This design comes from an exercise in tuning for small area, a short achievable clock period and few clock cycles per item on the open sky130 flow, not from production work.
Where RTL was checked, it was by simulation tests only, not by an equivalence proof against the original.
No activity file was given, so power comes from the tool's default toggle rates.

// ad5934_freq_encoder
module ad5934_freq_encoder (
    input  wire        clk,
    input  wire        rst,         
    input  wire        in_valid,
    output wire        in_ready,
    input  wire [31:0] in_freq,
    input  wire [31:0] in_fclk,
    output reg         out_valid,
    output wire [23:0] out_code,
    output wire        out_err
);
    reg         busy;        
    reg  [4:0]  cnt;         
    reg         err;         
    reg  [32:0] rem;         
    reg  [23:0] qs;          
    assign in_ready = busy && (err || cnt == 5'd14);
    assign out_code = err ? 24'd0 : qs;
    assign out_err  = err;
    wire [32:0] a    = busy ? {rem[31:0], qs[23]}
                            : {1'b0, in_freq[24:0], in_fclk[31:25]};
    wire        sub  = ~busy | ~rem[32];
    wire [32:0] b    = {33{sub}} ^ {1'b0, in_fclk};
    wire [32:0] p0   = a ^ b;
    wire [32:0] g0   = (a & b) | {32'd0, p0[0] & sub};
    wire [32:0] gl [0:6];
    wire [32:0] pl [0:6];
    assign gl[0] = g0;
    assign pl[0] = p0;
    genvar l, i;
    generate
        for (l = 0; l < 6; l = l + 1) begin : lvl
            for (i = 0; i < 33; i = i + 1) begin : bitl
                if ((i >> l) & 1) begin : comb
  ...
For scale: ~94 I/O pins, ~0.0039 mm2 of cells after synthesis.
==> module ad5934_freq_encoder, before the edit <==
module ad5934_freq_encoder (
    input  wire        clk,
    input  wire        rst,         
    input  wire        in_valid,
    output wire        in_ready,
    input  wire [31:0] in_freq,
    input  wire [31:0] in_fclk,
    output reg         out_valid,
    output wire [23:0] out_code,
    output wire        out_err
);
    reg         busy;        
    reg  [4:0]  cnt;         
    reg         err;         
    reg  [32:0] rem;         
    reg  [23:0] qs;          
    assign in_ready = busy && (err || cnt == 5'd14);
    assign out_code = err ? 24'd0 : qs;
    assign out_err  = err;
    wire [32:0] a    = busy ? {rem[31:0], qs[23]}
                            : {1'b0, in_freq[24:0], in_fclk[31:25]};
    wire        sub  = ~busy | ~rem[32];
    wire [32:0] b    = {33{sub}} ^ {1'b0, in_fclk};
    wire [32:0] p0   = a ^ b;
    wire [32:0] g0   = (a & b) | {32'd0, p0[0] & sub};
    wire [32:0] gl [0:6];
    wire [32:0] pl [0:6];
    assign gl[0] = g0;
    assign pl[0] = p0;
    genvar l, i;
    generate
        for (l = 0; l < 6; l = l + 1) begin : lvl
            for (i = 0; i < 33; i = i + 1) begin : bitl
                if ((i >> l) & 1) begin : comb
                    localparam integer J = ((i >> l) << l) - 1;
                    assign gl[l+1][i] = gl[l][i] | (pl[l][i] & gl[l][J]);
                    assign pl[l+1][i] = pl[l][i] & pl[l][J];
                end else begin : pass
                    assign gl[l+1][i] = gl[l][i];
                    assign pl[l+1][i] = pl[l][i];
                end
            end
        end
    endgenerate
    wire [32:0] sum  = p0 ^ {gl[6][31:0], sub};
    wire        qbit = ~sum[32];
    always @(posedge clk) begin
        rem <= sum;
        if (!busy) begin
            qs  <= in_fclk[24:1];
            err <= (|in_freq[31:25]) | qbit;
            cnt <= 5'd1;
        end else begin
            qs  <= {qs[22:0], qbit};
            cnt <= {cnt[3:0], cnt[4] ^ cnt[2]};
        end
        if (rst) begin
            busy      <= 1'b0;
            out_valid <= 1'b0;
        end else begin
            out_valid <= in_ready && in_valid;
            if (!busy)
                busy <= in_valid;
            else if (in_ready && in_valid)
                busy <= 1'b0;
        end
    end
endmodule
clock: 5.0 ns
lec_check: 0
cap_margin: 20
core_margin: 2
core_utilization: 40
cts_buf_list: sky130_fd_sc_hd__clkbuf_4 sky130_fd_sc_hd__clkbuf_8
place_density: 0.6
setup_slack_margin: 1.8
slew_margin: 20
standard.sh (not shown) runs the stock make flow with config.mk's settings and CLKGATE_MAP_FILE= SYNTH_SCRIPT=/design/flow/synth_recipe.tcl, a recipe that flattens the netlist after the stock synthesis.
==> flow/flow/run.sh <==
#!/bin/bash
# The standard layout (the standard.sh: standard synthesis, floorplan,
# placement, CTS, routing), with the port buffers that placement inserts on
# every input and output made plain sky130 buffers instead of the default
# delay-buffer cell. Each tool's output is kept in its own log here.
set -euo pipefail
export BUFFER_PORTS_ARGS="-buffer_cell sky130_fd_sc_hd__buf_1"
bash standard.sh > standard_make.log 2>&1
Edit:
--- a/flow/design.v
+++ b/flow/design.v
@@ -13,10 +13,10 @@
     reg  [4:0]  cnt;         
     reg         err;         
     reg  [32:0] rem;         
     reg  [23:0] qs;          
-    assign in_ready = busy && (err || cnt == 5'd14);
-    assign out_code = err ? 24'd0 : qs;
+    assign in_ready = busy && (err || cnt == 5'd24);
+    assign out_code = qs;
     assign out_err  = err;
     wire [32:0] a    = busy ? {rem[31:0], qs[23]}
                             : {1'b0, in_freq[24:0], in_fclk[31:25]};
     wire        sub  = ~busy | ~rem[32];
@@ -50,10 +50,10 @@
             qs  <= in_fclk[24:1];
             err <= (|in_freq[31:25]) | qbit;
             cnt <= 5'd1;
         end else begin
-            qs  <= {qs[22:0], qbit};
-            cnt <= {cnt[3:0], cnt[4] ^ cnt[2]};
+            qs  <= err ? 24'd0 : {qs[22:0], qbit};
+            cnt <= cnt + 5'd1;
         end
         if (rst) begin
             busy      <= 1'b0;
             out_valid <= 1'b0;
Effect:
- The changed run completed without violations
- die area goes down by 1.3%
- worst hold slack got worse by 40 ps
- clock skew is about the same
- setup slack loses 11 ps
- via count goes up by 4.5%
- power climbs by 6.6%
- register-to-register slack stays flat
No functional check of the RTL was part of any run of this note.


run a:
ad5934_freq_encoder, a different RTL version from the one above (not shown whole).
Size: ~65 flip-flops, about 94 I/O pins, ~3900 um2 of cells after synthesis.
==> module ad5934_freq_encoder, before the edit <==
module ad5934_freq_encoder (
    input  wire        clk,
    input  wire        rst,         
    input  wire        in_valid,
    output wire        in_ready,
    input  wire [31:0] in_freq,
    input  wire [31:0] in_fclk,
    output reg         out_valid,
    output wire [23:0] out_code,
    output wire        out_err
);
    reg         busy;        
    reg  [4:0]  cnt;         
    reg         err;         
    reg  [32:0] rem;         
    reg  [23:0] qs;          
    assign in_ready = busy && (err || cnt == 5'd24);
    assign out_code = err ? 24'd0 : qs;
    assign out_err  = err;
    wire [32:0] a    = busy ? {rem[31:0], qs[23]}
                            : {1'b0, in_freq[24:0], in_fclk[31:25]};
    wire        sub  = ~busy | ~rem[32];
    wire [32:0] b    = {33{sub}} ^ {1'b0, in_fclk};
    wire [32:0] p0   = a ^ b;
    wire [32:0] g0   = (a & b) | {32'd0, p0[0] & sub};
    wire [32:0] gl [0:6];
    wire [32:0] pl [0:6];
    assign gl[0] = g0;
    assign pl[0] = p0;
    genvar l, i;
    generate
        for (l = 0; l < 6; l = l + 1) begin : lvl
            for (i = 0; i < 33; i = i + 1) begin : bitl
                if ((i >> l) & 1) begin : comb
                    localparam integer J = ((i >> l) << l) - 1;
                    assign gl[l+1][i] = gl[l][i] | (pl[l][i] & gl[l][J]);
                    assign pl[l+1][i] = pl[l][i] & pl[l][J];
                end else begin : pass
                    assign gl[l+1][i] = gl[l][i];
                    assign pl[l+1][i] = pl[l][i];
                end
            end
        end
    endgenerate
    wire [32:0] sum  = p0 ^ {gl[6][31:0], sub};
    wire        qbit = ~sum[32];
    always @(posedge clk) begin
        rem <= sum;
        if (!busy) begin
            qs  <= in_fclk[24:1];
            err <= (|in_freq[31:25]) | qbit;
            cnt <= 5'd1;
        end else begin
            qs  <= {qs[22:0], qbit};
            cnt <= cnt + 5'd1;
        end
        if (rst) begin
            busy      <= 1'b0;
            out_valid <= 1'b0;
        end else begin
            out_valid <= in_ready && in_valid;
            if (!busy)
                busy <= in_valid;
            else if (in_ready && in_valid)
                busy <= 1'b0;
        end
    end
endmodule
export LEC_CHECK = 0
export CAP_MARGIN = 20
export CORE_MARGIN = 2
export CORE_UTILIZATION = 40
export CTS_BUF_LIST = sky130_fd_sc_hd__clkbuf_4 sky130_fd_sc_hd__clkbuf_8
export PLACE_DENSITY = 0.6
export SETUP_SLACK_MARGIN = 1.5
export SLEW_MARGIN = 20
create_clock -name core_clock -period 5.0 [get_ports {clk}]
Scripts as last shown in full above: flow/flow/run.sh
Testbench counts of run a, summed over its fixed seeds: cycles 46,148, items 2,048.
Input changes introduced in run b (baseline for comparison: run a):
==> flow/design.v <==
module ad5934_freq_encoder (
    input  wire        clk,
    input  wire        rst,         
    input  wire        in_valid,
    output wire        in_ready,
    input  wire [31:0] in_freq,
    input  wire [31:0] in_fclk,
    output reg         out_valid,
    output wire [23:0] out_code,
    output wire        out_err
);
    reg         busy;        
    reg         idle;        
    reg  [4:0]  cnt;         
    reg         err;         
    reg  [32:0] rem;         
    reg  [23:0] qs;          
    assign in_ready = busy && (err || cnt == 5'd0);
    assign out_code = err ? 24'd0 : qs;
    assign out_err  = err;
    wire        nbit = in_fclk[cnt + 5'd1];
    wire [32:0] a    = idle ? {1'b0, in_freq[24:0], in_fclk[31:25]}
                            : {rem[31:0], nbit};
    wire        sub  = idle | ~rem[32];
    wire [32:0] b    = {33{sub}} ^ {1'b0, in_fclk};
    wire [32:0] p0   = a ^ b;
    wire [32:0] g0   = (a & b) | {32'd0, p0[0] & sub};
    wire [32:0] gl [0:6];
    wire [32:0] pl [0:6];
    assign gl[0] = g0;
    assign pl[0] = p0;
    genvar l, i;
    generate
        for (l = 0; l < 6; l = l + 1) begin : lvl
            for (i = 0; i < 33; i = i + 1) begin : bitl
                if ((i >> l) & 1) begin : comb
                    localparam integer J = ((i >> l) << l) - 1;
                    assign gl[l+1][i] = gl[l][i] | (pl[l][i] & gl[l][J]);
                    assign pl[l+1][i] = pl[l][i] & pl[l][J];
                end else begin : pass
                    assign gl[l+1][i] = gl[l][i];
                    assign pl[l+1][i] = pl[l][i];
                end
            end
        end
    endgenerate
    wire [32:0] sum  = p0 ^ {gl[6][31:0], sub};
    wire        qbit = ~sum[32];
    always @(posedge clk) begin
        rem <= sum;
        qs <= {qs[22:0], qbit};
        if (!busy) begin
            err <= (|in_freq[31:25]) | qbit;
            cnt <= 5'd23;
        end else begin
            cnt <= cnt - 5'd1;
        end
        if (rst) begin
            busy      <= 1'b0;
            idle      <= 1'b1;
            out_valid <= 1'b0;
        end else begin
            out_valid <= in_ready && in_valid;
            if (!busy) begin
                busy <= in_valid;
                idle <= ~in_valid;
            end else if (in_ready && in_valid) begin
                busy <= 1'b0;
                idle <= 1'b1;
            end
        end
    end
endmodule
Proportion of cell area occupied by registers: run b < run a
Last weighted congestion value of the routability-driven placer in run b is about 1.6% below run a.
Delta (run b minus run a): highest attainable clock frequency dropped about 26%, multi-input gate share of the layout cell area dropped 0.43 points, net switching component of the power climbed about 9%.
Going from run a to run b, the biggest cell delay along the critical path was found to have gone down by 0.07 ns.
From run a to run b the numbers moved as follows: share of cells above drive strength 1 up 9.0 points, total power draw up about 14%, non-clock inverter count in the final layout down 11, vertical die dimension up 0.86 um, internal power of the cells up about 17%.
Run b ends up with higher shortest period the worst path allows than run a does.
For run b, only the layout was checked, not whether the RTL still works.


Setup of run 1:
RTL: one of the versions met above, not the one the previous note started from.
Size: roughly 65 flip-flops, roughly 94 I/O pins, about 0.0039 sq mm of cells after synthesis.
==> module ad5934_freq_encoder, before the edit <==
module ad5934_freq_encoder (
    input  wire        clk,
    input  wire        rst,         
    input  wire        in_valid,
    output wire        in_ready,
    input  wire [31:0] in_freq,
    input  wire [31:0] in_fclk,
    output reg         out_valid,
    output wire [23:0] out_code,
    output wire        out_err
);
    reg         busy;        
    reg  [4:0]  cnt;         
    reg         err;         
    reg  [32:0] rem;         
    reg  [23:0] qs;          
    assign in_ready = busy && (err || cnt == 5'd24);
    assign out_code = qs;
    assign out_err  = err;
    wire [32:0] a    = busy ? {rem[31:0], qs[23]}
                            : {1'b0, in_freq[24:0], in_fclk[31:25]};
    wire        sub  = ~busy | ~rem[32];
    wire [32:0] b    = {33{sub}} ^ {1'b0, in_fclk};
    wire [32:0] p0   = a ^ b;
    wire [32:0] g0   = (a & b) | {32'd0, p0[0] & sub};
    wire [32:0] gl [0:6];
    wire [32:0] pl [0:6];
    assign gl[0] = g0;
    assign pl[0] = p0;
    genvar l, i;
    generate
        for (l = 0; l < 6; l = l + 1) begin : lvl
            for (i = 0; i < 33; i = i + 1) begin : bitl
                if ((i >> l) & 1) begin : comb
                    localparam integer J = ((i >> l) << l) - 1;
                    assign gl[l+1][i] = gl[l][i] | (pl[l][i] & gl[l][J]);
                    assign pl[l+1][i] = pl[l][i] & pl[l][J];
                end else begin : pass
                    assign gl[l+1][i] = gl[l][i];
                    assign pl[l+1][i] = pl[l][i];
                end
            end
        end
    endgenerate
    wire [32:0] sum  = p0 ^ {gl[6][31:0], sub};
    wire        qbit = ~sum[32];
    always @(posedge clk) begin
        rem <= sum;
        if (!busy) begin
            qs  <= in_fclk[24:1];
            err <= (|in_freq[31:25]) | qbit;
            cnt <= 5'd1;
        end else begin
            qs  <= err ? 24'd0 : {qs[22:0], qbit};
            cnt <= cnt + 5'd1;
        end
        if (rst) begin
            busy      <= 1'b0;
            out_valid <= 1'b0;
        end else begin
            out_valid <= in_ready && in_valid;
            if (!busy)
                busy <= in_valid;
            else if (in_ready && in_valid)
                busy <= 1'b0;
        end
    end
endmodule
Settings: LEC_CHECK=0, CAP_MARGIN=20, CORE_MARGIN=2, CORE_UTILIZATION=40, CTS_BUF_LIST=sky130_fd_sc_hd__clkbuf_4 sky130_fd_sc_hd__clkbuf_8, PLACE_DENSITY=0.6, SETUP_SLACK_MARGIN=1.9, SLEW_MARGIN=20; clock period 5.0 ns.
Scripts as last shown in full above: flow/flow/run.sh
diff inputs: run 1 => run 2
==> flow/design.v <==
module ad5934_freq_encoder (
    input  wire        clk,
    input  wire        rst,         
    input  wire        in_valid,
    output wire        in_ready,
    input  wire [31:0] in_freq,
    input  wire [31:0] in_fclk,
    output reg         out_valid,
    output wire [23:0] out_code,
    output wire        out_err
);
    reg         busy;        
    reg  [4:0]  cnt;         
    reg         err;         
    reg  [32:0] rem;         
    reg  [23:0] qs;          
    assign in_ready = busy && (err || cnt == 5'd24);
    assign out_code = err ? 24'd0 : qs;
    assign out_err  = err;
    wire [32:0] a    = busy ? {rem[31:0], qs[23]}
                            : {1'b0, in_freq[24:0], in_fclk[31:25]};
    wire        sub  = ~busy | ~rem[32];
    wire [32:0] b    = {33{sub}} ^ {1'b0, in_fclk};
    wire [32:0] p0   = a ^ b;
    wire [32:0] g0   = (a & b) | {32'd0, p0[0] & sub};
    wire [32:0] gl [0:6];
    wire [32:0] pl [0:6];
    assign gl[0] = g0;
    assign pl[0] = p0;
    genvar l, i;
    generate
        for (l = 0; l < 6; l = l + 1) begin : lvl
            for (i = 0; i < 33; i = i + 1) begin : bitl
                if ((i >> l) & 1) begin : comb
                    localparam integer J = ((i >> l) << l) - 1;
                    assign gl[l+1][i] = gl[l][i] | (pl[l][i] & gl[l][J]);
                    assign pl[l+1][i] = pl[l][i] & pl[l][J];
                end else begin : pass
                    assign gl[l+1][i] = gl[l][i];
                    assign pl[l+1][i] = pl[l][i];
                end
            end
        end
    endgenerate
    wire [32:0] sum  = p0 ^ {gl[6][31:0], sub};
    wire        qbit = ~sum[32];
    always @(posedge clk) begin
        rem <= sum;
        if (!busy) begin
            qs  <= in_fclk[24:1];
            err <= (|in_freq[31:25]) | qbit;
            cnt <= 5'd1;
        end else begin
            qs  <= {qs[22:0], qbit};
            cnt <= cnt + 5'd1;
        end
        if (rst) begin
            busy      <= 1'b0;
            out_valid <= 1'b0;
        end else begin
            out_valid <= in_ready && in_valid;
            if (!busy)
                busy <= in_valid;
            else if (in_ready && in_valid)
                busy <= 1'b0;
        end
    end
endmodule
Results
- Diff run 1 -> run 2: clock distribution area overhead in the final layout went up by 1.2 points; mean instance size in the synthesized netlist went up by about 8%; weighted congestion at the end of routability-driven global placement went up by 2.6%; power went down by 4.7%.
- The die area of run 2 is higher than that of run 1.
- Global-route wire length before repair on run 2 is ahead of run 1.
- met3 wire length was higher in run 2 than in run 1.
- Measured against run 1, the largest net degree at the start of global routing of run 2 comes out at 2.0 times the reference value.
Testbench counts of run 2, summed over its fixed seeds: cycles 46,148, items 2,048.
Function not checked in run 1: the RTL went through the layout flow alone.

[separate check: timing with driven ports]
The results above use ideal ports. As a check the final layouts listed here were re-extracted and re-timed, cells and wires unchanged. Step 1 (the two cells are an assumption about what drives the block):
set clk [get_ports {clk}]
set_driving_cell -lib_cell sky130_fd_sc_hd__clkbuf_16 $clk
set_driving_cell -lib_cell sky130_fd_sc_hd__buf_2 [delete_from_list [all_inputs] $clk]
Step 2, shift: input delay + t, output delay - t, t = (earliest + latest rising clock arrival at the registers) / 2. This alone moves slack from input paths to output paths. Slacks: ideal ports / drivers / drivers and shift; pairs: ideal ports / drivers.
run | t (ns) | setup slack, ns | worst slew at a driven data input, ns
the first run of note 1 | 0.370 | 1.824 / 1.828 / 1.458 | 0.06
the second run of note 1 | 0.370 | 1.813 / 1.819 / 1.449 | 0.04
run a | 0.371 | 1.739 / 1.739 / 1.489 | 0.05
run b | 0.375 | 0.577 / 0.581 / 0.206 | 0.06
run 1 | 0.368 | 1.826 / 1.832 / 1.464 | 0.05
run 2 | 0.373 | 2.048 / 2.061 / 1.688 | 0.04
After both steps every run listed still meets setup and hold. The setup slack of run b, which loses most, moves by +0.004 ns with the drivers and by -0.371 ns with both steps.
